Background: an optimization exercise with open tools, aiming at small area. Do not read the settings as production practice. Function was checked by simulation only, so behaviour that the tests miss may differ from the original. Power figures rest on the tool's default switching activity, not on a simulated workload.

==> design.v <==
module ca_core (
    input  wire        clk,
    input  wire        rst,           
    output wire        imem_re,
    output wire [9:0]  imem_addr,
    input  wire [15:0] imem_rdata,
    output wire        dmem_re,
    output wire        dmem_we,
    output wire [15:0] dmem_addr,
    output wire [7:0]  dmem_wdata,
    input  wire [7:0]  dmem_rdata,
    output wire        halted,
    output wire        fault,
    output wire [15:0] fault_pc,
    output wire [15:0] fault_word,
    output wire        eff_valid,
    output wire [15:0] eff_pc,
    output wire        eff_reg_we,
    output wire [5:0]  eff_reg_idx,
    output wire [7:0]  eff_reg_val,
    output wire        eff_mem_we,
    output wire [10:0] eff_mem_addr,
    output wire [7:0]  eff_mem_val,
    output wire        eff_redirect,
    output wire [15:0] eff_target,
    output wire [4:0]  eff_sreg,
    output wire [4:0]  obs_sreg
);
    localparam [3:0] OP_ADD  = 4'd0,  OP_SUB  = 4'd1,  OP_MUL  = 4'd2,
                     OP_MOVI = 4'd3,  OP_BEQZ = 4'd4,  OP_ANDI = 4'd5,
                     OP_EOR  = 4'd6,  OP_BR   = 4'd7,  OP_SAL  = 4'd8,
                     OP_SAR  = 4'd9,  OP_LDR  = 4'd10, OP_STR  = 4'd11;
    localparam [15:0] IMEM_WORDS = 16'd1024;
    localparam [15:0] DMEM_BYTES = 16'd2048;
    reg  [7:0]  regs [0:63];
    reg         sr_z, sr_n, sr_c, sr_v, sr_s;
    reg  [15:0] pc;
    reg  [1:0]  stall;
    reg         faulted;
    reg  [15:0] f_pc;
    reg  [15:0] f_word;
    reg         fl_valid;
    reg  [15:0] fl_raw;
    reg  [15:0] fl_pc;
    reg         dl_valid;
    reg  [15:0] dl_raw;
    reg  [15:0] dl_pc;
    reg  [3:0]  dl_op;
    reg  [5:0]  dl_rs;
    reg  [15:0] dl_second;
    reg  [7:0]  dl_sv;
    reg  [15:0] dl_secv;
    wire running = !faulted && (stall == 2'd0);
    wire        ex_active = running && dl_valid;
    wire [7:0]  a  = dl_sv;
    wire [15:0] b  = dl_secv;
    wire [7:0]  b8 = dl_secv[7:0];
    wire [8:0]  add9 = {1'b0, a} + {1'b0, b8};
    wire [8:0]  sub9 = {1'b0, a} - {1'b0, b8};
    wire [15:0] prod = a * b8;
    wire [7:0]  sar8 = $signed(a) >>> b[2:0];
    reg  [7:0]  ex_r;
    reg         ex_wr_reg;
    reg         ex_wr_zn;
    reg         ex_wr_cvs;
    reg         ex_c, ex_v;
    reg         ex_ctrl;
    reg  [15:0] ex_target;
    reg         ex_load, ex_store;
    always @(*) begin
        ex_r      = 8'h00;
        ex_wr_reg = 1'b0;
        ex_wr_zn  = 1'b0;
        ex_wr_cvs = 1'b0;
        ex_c      = 1'b0;
        ex_v      = 1'b0;
        ex_ctrl   = 1'b0;
        ex_target = 16'h0000;
        ex_load   = 1'b0;
        ex_store  = 1'b0;
        case (dl_op)
            OP_ADD: begin
                ex_r = add9[7:0]; ex_wr_reg = 1'b1; ex_wr_zn = 1'b1; ex_wr_cvs = 1'b1;
                ex_c = add9[8];
                ex_v = (a[7] == b8[7]) && (add9[7] != a[7]);
            end
            OP_SUB: begin
                ex_r = sub9[7:0]; ex_wr_reg = 1'b1; ex_wr_zn = 1'b1; ex_wr_cvs = 1'b1;
                ex_c = sub9[8];
                ex_v = (a[7] != b8[7]) && (sub9[7] != a[7]);
            end
            OP_MUL: begin
                ex_r = prod[7:0]; ex_wr_reg = 1'b1; ex_wr_zn = 1'b1;
            end
            OP_MOVI: begin
                ex_r = b8; ex_wr_reg = 1'b1;
            end
            OP_BEQZ: begin
                ex_ctrl   = (a == 8'h00);
                ex_target = dl_pc + 16'd1 + b;
            end
            OP_ANDI: begin
                ex_r = a & b8; ex_wr_reg = 1'b1; ex_wr_zn = 1'b1;
            end
            OP_EOR: begin
                ex_r = a ^ b8; ex_wr_reg = 1'b1; ex_wr_zn = 1'b1;
            end
            OP_BR: begin
                ex_ctrl   = 1'b1;
                ex_target = {a, b8};
            end
            OP_SAL: begin
                ex_r = (b >= 16'd8) ? 8'h00 : (a << b[2:0]);
                ex_wr_reg = 1'b1; ex_wr_zn = 1'b1;
            end
            OP_SAR: begin
                ex_r = (b >= 16'd8) ? {8{a[7]}} : sar8;
                ex_wr_reg = 1'b1; ex_wr_zn = 1'b1;
            end
            OP_LDR: begin
                ex_r = dmem_rdata; ex_wr_reg = 1'b1; ex_load = 1'b1;
            end
            OP_STR: begin
                ex_store = 1'b1;
            end
            default: ;
        endcase
    end
    wire ex_reg_we  = ex_active && ex_wr_reg;
    wire ex_xfer    = ex_active && ex_ctrl;      
    wire new_z = ex_wr_zn  ? (ex_r == 8'h00) : sr_z;
    wire new_n = ex_wr_zn  ? ex_r[7]         : sr_n;
    wire new_c = ex_wr_cvs ? ex_c            : sr_c;
    wire new_v = ex_wr_cvs ? ex_v            : sr_v;
    wire new_s = ex_wr_cvs ? (ex_r[7] ^ ex_v) : sr_s;
    assign dmem_re    = ex_active && ex_load;
    assign dmem_we    = ex_active && ex_store;
    assign dmem_addr  = b;
    assign dmem_wdata = a;
    wire        de_active  = running && !ex_xfer && fl_valid;
    wire [3:0]  de_op      = fl_raw[15:12];
    wire [5:0]  de_rs      = fl_raw[11:6];
    wire [5:0]  de_rt      = fl_raw[5:0];
    wire        de_invalid = (de_op > 4'd11);
    wire        de_fault   = de_active && de_invalid;
    wire        de_fill    = de_active && !de_invalid;
    wire        de_rfmt    = (de_op == OP_ADD) || (de_op == OP_SUB) || (de_op == OP_MUL) ||
                             (de_op == OP_EOR) || (de_op == OP_BR);
    wire [15:0] de_imm     = {{10{fl_raw[5]}}, fl_raw[5:0]};
    wire [15:0] de_second  = de_rfmt ? {10'd0, de_rt} : de_imm;
    wire [7:0]  rf_rs = (ex_reg_we && dl_rs == de_rs) ? ex_r : regs[de_rs];
    wire [7:0]  rf_rt = (ex_reg_we && dl_rs == de_rt) ? ex_r : regs[de_rt];
    wire [15:0] de_secv = de_rfmt ? {8'd0, rf_rt} : de_imm;
    wire fe_active   = running && !ex_xfer && !de_fault && (pc < IMEM_WORDS);
    wire fe_sentinel = (imem_rdata == 16'h0000);
    assign imem_re   = fe_active;
    assign imem_addr = pc[9:0];
    integer i;
    always @(posedge clk) begin
        if (rst) begin
            for (i = 0; i < 64; i = i + 1)
                regs[i] <= 8'h00;
            sr_z     <= 1'b0;
            sr_n     <= 1'b0;
            sr_c     <= 1'b0;
            sr_v     <= 1'b0;
            sr_s     <= 1'b0;
            pc       <= 16'h0000;
            stall    <= 2'd0;
            faulted  <= 1'b0;
            f_pc     <= 16'h0000;
            f_word   <= 16'h0000;
            fl_valid <= 1'b0;
            dl_valid <= 1'b0;
        end else if (faulted) begin
        end else if (stall != 2'd0) begin
            stall <= stall - 2'd1;
            if (stall == 2'd1) begin
                fl_valid <= 1'b0;
                dl_valid <= 1'b0;
            end
        end else begin
            if (ex_active) begin
                if (ex_reg_we)
                    regs[dl_rs] <= ex_r;
                sr_z <= new_z;
                sr_n <= new_n;
                sr_c <= new_c;
                sr_v <= new_v;
                sr_s <= new_s;
                dl_valid <= 1'b0;
            end
            if (ex_xfer) begin
                pc       <= ex_target;
                fl_valid <= 1'b0;
                dl_valid <= 1'b0;
                stall    <= 2'd2;
            end else begin
                if (de_fault) begin
                    faulted <= 1'b1;
                    f_pc    <= fl_pc;
                    f_word  <= fl_raw;
                end else if (de_fill) begin
                    dl_valid  <= 1'b1;
                    dl_raw    <= fl_raw;
                    dl_pc     <= fl_pc;
                    dl_op     <= de_op;
                    dl_rs     <= de_rs;
                    dl_second <= de_second;
                    dl_sv     <= rf_rs;
                    dl_secv   <= de_secv;
                    fl_valid  <= 1'b0;
                end
                if (fe_active) begin
                    if (fe_sentinel) begin
                        pc <= IMEM_WORDS;
                    end else begin
                        fl_valid <= 1'b1;
                        fl_raw   <= imem_rdata;
                        fl_pc    <= pc;
                        pc       <= pc + 16'd1;
                    end
                end
            end
        end
    end
    assign halted     = !faulted && (pc >= IMEM_WORDS) && !fl_valid && !dl_valid;
    assign fault      = faulted;
    assign fault_pc   = f_pc;
    assign fault_word = f_word;
    assign eff_valid    = ex_active;
    assign eff_pc       = dl_pc;
    assign eff_reg_we   = ex_reg_we;
    assign eff_reg_idx  = dl_rs;
    assign eff_reg_val  = ex_r;
    assign eff_mem_we   = dmem_we && (b < DMEM_BYTES);
    assign eff_mem_addr = b[10:0];
    assign eff_mem_val  = a;
    assign eff_redirect = ex_xfer;
    assign eff_target   = ex_target;
    assign eff_sreg     = {new_c, new_v, new_n, new_s, new_z};
    assign obs_sreg = {sr_c, sr_v, sr_n, sr_s, sr_z};
endmodule
==> run.sh <==
#!/bin/bash
# synth_recipe.tcl (not shown) runs the flow's synth.tcl, then flattens the netlist and writes it again
# the make line also repeats each setting of config.mk as NAME=value (left out here)
make -C /OpenROAD-flow-scripts/flow DESIGN_CONFIG=/design/flow/config.mk WORK_HOME=/design/flow/orfs CLKGATE_MAP_FILE= SYNTH_SCRIPT=/design/flow/synth_recipe.tcl finish
==> config.mk <==
export PLATFORM = sky130hd
export DESIGN_NAME = ca_core
export DESIGN_NICKNAME = ca_core
export VERILOG_FILES = /design/flow/design.v
export SDC_FILE = /design/flow/constraint.sdc
export NUM_CORES = 4
export LEC_CHECK = 0
export CAP_MARGIN = 20
export CORE_MARGIN = 2
export CORE_UTILIZATION = 30
export SLEW_MARGIN = 20
==> constraint.sdc <==
create_clock -name core_clock -period 10.0 [get_ports {clk}]
set_input_delay 2.0000 -clock core_clock [delete_from_list [all_inputs] [get_ports {clk}]]
set_output_delay 2.0000 -clock core_clock [all_outputs]
set_load 0.01 [all_outputs]
==> impl_metrics.json <==
{
  "stdcell_count": 4353,
  "relSlewSlack": 0.282,
  "syn_area_mm2": 0.0356,
  "critical_path_arrival_ns": 6.49,
  "layout_commonest_cell": "nor2_1",
  "mostFrequentLayoutCells": "nor2_1 (608), edfxtp_1 (587), mux4_2 (343)",
  "dpl_cell_area_mm2": 0.0385,
  "synth.ff_latch_count": 651,
  "place_congestion": 0.934,
  "io_buffers": 175,
  "period_share": 0.849,
  "fin_nets": 2859,
  "cts_tree": "built",
  "synth-edff-count": 587,
  "design.core.area_mm2": 0.118,
  "avgRoutedWirePerCell_um": 25.8,
  "synth.avg_cell_area_um2": 13.1,
  "vias": 24100,
  "grt_pass1_vias": 23500,
  "routed_wl_mm": 112,
  "antenna_found_initial": 4,
  "startpoint_type": "flip-flop",
  "ys.flop_type": "edfxtp_1",
  "fill_cells": 11400,
  "setup_violations": 0,
  "leakage_uw": 0.0140,
  "power.density_mw_per_mm2": 257,
  "dieHeight_um": 348,
  "grt_pass1_wl_mm": 164,
  "die_w_um": 348,
  "tns_ns": 0,
  "routed_via_density": 5.54,
  "synth.distinct_cells": 76,
  "num_rows": 126,
  "dp_cells": 4227,
  "cp_cell_sequence": "ha_1 -> inv_1 -> fa_1 -> fa_1 -> inv_1 -> ha_1 -> inv_1 -> fa_1 -> inv_1 -> ha_1 -> a21oi_1 -> xor2_1 -> nor3_1 -> or3_1 -> a211oi_4 -> buf_4 -> inv_1 -> clkdlybuf4s50_1",
  "critPathBufInv": 7,
  "worstHoldPathType": "reg -> reg",
  "netlist_instances": 2723,
  "yosysSeqAreaShare": 0.532,
  "regArea_mm2": 0.0189,
  "peakVddDrop_uv": 241,
  "track_usage": 0.182,
  "antenna_left": 0,
  "yosysTopAreaCell": "edfxtp_1",
  "post_cts_buffers": 0,
  "dp_hpwl_mm": 75.4,
  "multiInputGateArea_mm2": 0.0153,
  "dieArea_mm2": 0.121,
  "syn_to_final_growth_pct": 14.7,
  "root_buffer": "clkbuf_16",
  "start_util": 0.302,
  "cts_htree_levels": 3,
  "floorplan.io_pins": 176,
  "critPathMaxFanout": 68,
  "rsz0062_at_grt": "no",
  "cap_viol_max_count": 0,
  "worstPathRequired_ns": 8.00,
  "criticalPathCategory": "reg -> out",
  "async_flop_share": 0,
  "cts_resized": 0,
  "netlist.area_leader.share": 0.496,
  "drc": 0,
  "slowest_delay_ns": 0.78,
  "status": "complete, no violations",
  "clk_latency_ns": 0.63,
  "skew_ns": 0.0245,
  "final_hold_viol_count": 0,
  "drt_iter0_drc": 2818,
  "tightest_slew_ns": 1.05,
  "drive_above_1_share": 0.192,
  "cts.path.max_buffers": 3,
  "cts.sinks": 651,
  "yosysWarnings": 1,
  "path_delay_family": "adder cells",
  "grt_max_degree": 132,
  "critical_path.slowest_cell": "edfxtp_1",
  "clock.fmax_mhz": 118,
  "slew_violations": 0,
  "fin_crit_ns": 8.49,
  "end_kind": "output port",
  "synth_area_leaders": "edfxtp_1 (50%), mux4_2 (22%), nor2_1 (6.4%)",
  "path_clk_slew_ns": 0.07,
  "dr.pass1.iters": 5,
  "synth_nets": 2817,
  "design_area_mm2": 0.0408,
  "hold_buffers": 0,
  "overflow": 0,
  "cp_common_cell": "inv_1",
  "numCtsBuffers": 72
}
per-stage QoR:
stage / setup WS [ns] / utilization / total power (uW) / hold WS [ns]
final: 1.51 / 0.346 / 10500 / 0.447
after global routing: 1.19 / 0.346 / 10900 / 0.467
after CTS: 1.50 / 0.346 / 10500 / 0.450
after detailed placement: 2.17 / 0.327 / 7870 / 0.434
after global placement: 2.25 / 0.327 / 7850 / 0.430
after floorplan: 2.98 / - / 6280 / 0.416
Yosys cell counts, types with 9 or more instances:
cell	number
nor3_1	19
fa_1	15
a21oi_1	66
mux4_2	343
nand2b_1	27
mux2_2	10
nand2_1	274
ha_1	53
and2_1	18
dfxtp_1	64
clkbuf_1	111
o21ai_0	61
xor2_1	15
buf_4	46
edfxtp_1	587
o211ai_1	11
nor4_1	19
xnor2_1	18
nand3_1	14
inv_1	56
nor2_1	609
buf_1	39
nor2b_1	12
a211oi_1	9
buf_2	58
a31oi_1	11
and3_1	12
final cells by class:
cell class,instances,share of cell area
sequential,651,0.464
multi-input combinational,1759,0.376
timing repair buffer,222,0.0524
clock buffer,88,0.0472
tap,1536,0.0471
clock inverter,37,0.00831
inverter,59,0.00543
antenna,1,0.0000614
cell families (layout without fill, tap and decap cells):
group	count (synthesis)	in the layout	share of synthesized area
other	0	1	0
DFF	651	651	0.532
buffers and inverters	313	406	0.0399
muxes	361	361	0.223
xor gates and xnor gates	36	36	0.0100
AOI/OAI and AO/OA	240	240	0.0438
and+or+nand+nor	1054	1054	0.125
adders and majority gates	68	68	0.0271
flip-flops by register name (all words and copies together), names as in the netlist, named ones only:
register	cells
dl_op	4
dl_pc	16
dl_rs	6
dl_secv	9
dl_sv	8
dl_valid	1
f_pc	16
f_word	16
faulted	1
fl_pc	16
fl_raw	16
fl_valid	1
pc	16
regs	512
sr_c	1
sr_n	1
sr_s	1
sr_v	1
sr_z	1
stall	2
worst reg2reg max path, delay by kind of cell, from the launching register on:
kind	cells	cell delay [ns]
buf+inv	3	0.84
flops	1	0.91
compound gates	1	0.07
xor+xnor	4	1.17
fa+ha+maj	4	1.81
simple gates	4	1.01
where the power goes:
group / total [uW] / internal (uW) / leakage [uW] / switching [uW]
Clock: 2610 / 1500 / 0.00111 / 1110
Combinational: 4340 / 1800 / 0.00633 / 2550
Sequential: 3510 / 3210 / 0.00652 / 298
routing by layer:
metal | up-vias | GRT usage | part of all wire
met5 | - | 0.00160 | 0.00030
met4 | 6 | 0.0584 | 0.033
met3 | 186 | 0.0392 | 0.092
met2 | 1208 | 0.301 | 0.49
met1 | 12400 | 0.239 | 0.39
li1 | 10300 | - | -
worst paths after layout:
check / slack (ns) / from / depth (start not counted) / end
max: 1.51 / dl_sv[2] / 18 / eff_reg_val[6]
min: 0.45 / fl_pc[7] / 0 / dl_pc[7]
max reg2reg: 3.92 / dl_sv[1] / 16 / dl_secv[7]
min reg2reg: 0.45 / fl_pc[7] / 0 / dl_pc[7]

[what the ideal ports hide]
The results above use ideal ports. As a check the final layout listed here was re-extracted and re-timed, cells and wires unchanged. Step 1: set_driving_cell puts a clkbuf_16 on clk and a buf_2 on each other input, an assumption about the parent block. Step 2, shift: input delay + t, output delay - t, t = (earliest + latest rising clock arrival at the registers) / 2. This alone moves slack from input paths to output paths. Slacks: ideal / step 1 / step 2; pairs: ideal / step 1.
t, ns: 0.685
setup WS [ns]: 1.510 / 1.442 / 2.127
worst setup path at the end: register to output
clock arrival spread, ns: 0.026 / 0.027
slew at the worst register clock pin (ns): 0.07 / 0.07
After both steps this run still meets setup and hold. For this run, drivers alone change the setup slack by -0.068 ns; drivers and shift together by +0.617 ns.
